This is an optimization exercise on Yosys and OpenROAD, whose aim is small area and few clock cycles, not a production implementation.
Where RTL was checked, it was by simulation tests only, not by an equivalence proof against the original.
Power figures rest on the tool's default switching activity, not on a simulated workload.

## aisp_seq
module aisp_seq (
    input  wire        clk,
    input  wire        rst,
    input  wire        rx_valid,
    input  wire [7:0]  rx_data,
    output wire        rx_ready,
    output wire        tx_valid,
    output wire [7:0]  tx_data,
    input  wire        tx_ready,
    output wire        xfer_valid,
    output wire [31:0] xfer_data,
    input  wire        xfer_ready,
    input  wire        xfer_rvalid,
    input  wire [7:0]  xfer_rdata,
    output wire        settle_valid,
    input  wire        settle_ready,
    output wire        rst_on,
    output wire        spi_own,
    output wire        err,
    output wire        errind
);
==> flow/config.mk <==
export PLATFORM = sky130hd
export DESIGN_NAME = aisp_seq
export DESIGN_NICKNAME = aisp_seq
export VERILOG_FILES = /design/flow/design.v
export SDC_FILE = /design/flow/constraint.sdc
export NUM_CORES = 4
export LEC_CHECK = 0
export CAP_MARGIN = 20
export CORE_MARGIN = 2
export CORE_UTILIZATION = 30
export CTS_BUF_LIST = sky130_fd_sc_hd__clkbuf_8
export CTS_CLUSTER_DIAMETER = 50
export CTS_CLUSTER_SIZE = 18
export PLACE_DENSITY = 0.5
export SLEW_MARGIN = 20
==> flow/constraint.sdc <==
create_clock -name core_clock -period 8.0 [get_ports {clk}]
set_input_delay 1.6000 -clock core_clock [delete_from_list [all_inputs] [get_ports {clk}]]
set_output_delay 1.6000 -clock core_clock [all_outputs]
set_load 0.01 [all_outputs]
run.sh (not shown) runs the stock make flow with config.mk's settings and CLKGATE_MAP_FILE= SYNTH_SCRIPT=/design/flow/synth_recipe.tcl, a recipe that flattens the netlist after the stock synthesis.
==> next run, changes <==
--- a/flow/config.mk
+++ b/flow/config.mk
@@ -9,3 +9,3 @@
 export CORE_MARGIN = 2
-export CORE_UTILIZATION = 30
+export CORE_UTILIZATION = 55
 export CTS_BUF_LIST = sky130_fd_sc_hd__clkbuf_8
@@ -13,3 +13,3 @@
 export CTS_CLUSTER_SIZE = 18
-export PLACE_DENSITY = 0.5
+export PLACE_DENSITY = 0.65
 export SLEW_MARGIN = 20
Combinational power goes down by about 5%.
Via count goes down by 0.42%.
Count of clock-buffer cells in the layout goes down by 19.
Worst hold slack is about the same.
Clock power goes down by 11%.
==> next run, changes <==
--- a/flow/config.mk
+++ b/flow/config.mk
@@ -7,5 +7,5 @@
 export LEC_CHECK = 0
-export CAP_MARGIN = 20
+export CAP_MARGIN = 0
 export CORE_MARGIN = 2
-export CORE_UTILIZATION = 55
+export CORE_UTILIZATION = 30
 export CTS_BUF_LIST = sky130_fd_sc_hd__clkbuf_8
@@ -13,3 +13,4 @@
 export CTS_CLUSTER_SIZE = 18
-export PLACE_DENSITY = 0.65
-export SLEW_MARGIN = 20
+export GPL_TIMING_DRIVEN = 0
+export PLACE_DENSITY = 0.5
+export SLEW_MARGIN = 0
What happened: Sequential power stays flat. Clock-buffer cell count grows by 24. Final cell count climbs by 24%. Sequential share of layout area came out lower by 2.8 points. Power went up by 6.0%. Global-route usage decreases by 8.0 points. Via count increases by 2.6%.
No run of this note included a check of the RTL's function; only the layout flow was run.

========
aisp_seq, a different RTL version from the one above (not shown whole).
Size: roughly 71 I/O pins, roughly 0.058 mm² of cells after synthesis.
make LEC_CHECK=0 CAP_MARGIN=20 CORE_MARGIN=2 CORE_UTILIZATION=55 CTS_BUF_LIST=sky130_fd_sc_hd__clkbuf_8 CTS_CLUSTER_DIAMETER=50 CTS_CLUSTER_SIZE=20 PLACE_DENSITY=0.65 SLEW_MARGIN=20 finish   # period 8.0 ns
The first run finished with timing, DRC and antenna clean.
Testbench counts at the start, summed over its fixed seeds: cycles 182,280.
Edit:
==> flow/flow/run.sh (new file) <==
#!/bin/bash
# The standard layout (the standard.sh: ORFS with the standard synthesis),
# with two changes: the port buffers are the smallest buffer cell, and clock
# tree synthesis inserts no dummy loads. ORFS's full output goes to
# standard_flow.log in the work folder; ORFS's own per-step logs stay under
# orfs/logs.
set -euo pipefail
export BUFFER_PORTS_ARGS="-buffer_cell sky130_fd_sc_hd__buf_1"
export CTS_ARGS="-sink_clustering_enable -repair_clock_nets -sink_clustering_size 18 -sink_clustering_max_diameter 50 -buf_list sky130_fd_sc_hd__clkbuf_8 -dont_use_dummy_load"
bash standard.sh > standard_flow.log 2>&1
==> flow/standard.sh (new file) <==
#!/bin/bash
# synth_recipe.tcl (not shown) runs the flow's synth.tcl, then flattens the netlist and writes it again
# the make line also repeats each setting of config.mk as NAME=value (left out here)
make -C /OpenROAD-flow-scripts/flow DESIGN_CONFIG=/design/flow/config.mk WORK_HOME=/design/flow/orfs CLKGATE_MAP_FILE= SYNTH_SCRIPT=/design/flow/synth_recipe.tcl "${@:-finish}"
- CTS_CLUSTER_SIZE: 20 -> 18
removed: flow/run.sh
Worst hold slack loses 0.038 ns.
Register-to-register slack gains 0.25 ns.
Total power goes down by 3.7%.
Design area goes down by 1.9%.
Sequential share of layout area goes up by 1.4 points.

========
Another version of the RTL of aisp_seq (not shown whole).
Size in the first run: ~4100 cells after synthesis, roughly 2200 flip-flops.
Settings: LEC_CHECK=0, CAP_MARGIN=20, CORE_MARGIN=2, CORE_UTILIZATION=55, GPL_TIMING_DRIVEN=0, PLACE_DENSITY=0.65, SLEW_MARGIN=20; clock period 8.0 ns.
standard.sh (not shown) runs the stock make flow with config.mk's settings and CLKGATE_MAP_FILE= SYNTH_SCRIPT=/design/flow/synth_recipe.tcl, a recipe that flattens the netlist after the stock synthesis.
==> flow/flow/run.sh <==
#!/bin/bash
# The standard layout (the standard.sh: ORFS with the standard synthesis),
# with two changes: the port buffers are the smallest buffer cell, and clock
# tree synthesis uses clkbuf_8 leaf clusters and inserts no dummy loads.
# ORFS's full output goes to standard_flow.log in the work folder; ORFS's own
# per-step logs stay under orfs/logs.
set -euo pipefail
export BUFFER_PORTS_ARGS="-buffer_cell sky130_fd_sc_hd__buf_1"
export CTS_ARGS="-sink_clustering_enable -repair_clock_nets -sink_clustering_size 18 -sink_clustering_max_diameter 50 -buf_list sky130_fd_sc_hd__clkbuf_8 -dont_use_dummy_load"
bash standard.sh > standard_flow.log 2>&1
Then changed:
==> flow/flow/run.sh (replaced) <==
#!/bin/bash
# The standard layout (the standard.sh: ORFS with the standard synthesis),
# with two changes: the port buffers are the smallest buffer cell, and clock
# tree synthesis uses clkbuf_16 leaf clusters and inserts no dummy loads.
# ORFS's full output goes to standard_flow.log in the work folder; ORFS's own
# per-step logs stay under orfs/logs.
set -euo pipefail
export BUFFER_PORTS_ARGS="-buffer_cell sky130_fd_sc_hd__buf_1"
export CTS_ARGS="-sink_clustering_enable -repair_clock_nets -sink_clustering_size 36 -sink_clustering_max_diameter 70 -buf_list sky130_fd_sc_hd__clkbuf_16 -dont_use_dummy_load"
bash standard.sh > standard_flow.log 2>&1
GPL_TIMING_DRIVEN = default   (was 0)
Effect: The changed run completed with no timing, DRC or antenna violations. Global-route usage fell by 2.9 points. Wire length is lower by 11%. Critical path depth does not change. Via count shrinks by 4.6%. Total power falls by 0.51%. Combinational power decreases by 12%. First-iteration DRC count is lower by 0.95%.
Function was not checked in any run of this note: the RTL went through the layout flow alone.

separate check: timing with driven ports:
The results above use ideal ports. As a check the final layouts listed here were re-extracted and re-timed, cells and wires unchanged. Step 1: set_driving_cell puts a clkbuf_16 on clk and a buf_2 on each other input, an assumption about the parent block. Step 2, shift: input delay + t, output delay - t, t = (earliest + latest rising clock arrival at the registers) / 2. This alone moves slack from input paths to output paths. Three values: ideal, step 1, step 2; two values: the first two.
| run | shift t [ns] | setup slack, ns | worst setup path after step 2 | slew at the worst register clock pin (ns) |
|---|---|---|---|---|
| the first run of note 1 | 0.998 | 0.881 / 0.810 / 1.808 | register to output | 0.11 / 0.11 |
| the second run of note 1 | 0.917 | 1.526 / 1.460 / 1.749 | input to output | 0.11 / 0.11 |
| the third run of note 1 | 0.967 | 0.329 / 0.259 / 0.906 | input to register | 0.11 / 0.11 |
| the first run of note 2 | 0.909 | 1.902 / 1.871 / 1.871 | input to output | 0.12 / 0.12 |
| the second run of note 2 | 0.887 | 2.830 / 2.804 / 2.098 | input to register | 0.11 / 0.11 |
| the first run of note 3 | 0.850 | 1.892 / 1.892 / 1.892 | register to register | 0.11 / 0.11 |
| the second run of note 3 | 0.736 | 2.384 / 2.384 / 2.222 | input to register | 0.12 / 0.12 |
After both steps setup and hold are still met in every run listed. The setup slack of the second run of note 2, which loses most, moves by -0.026 ns with the drivers and by -0.732 ns with both steps.
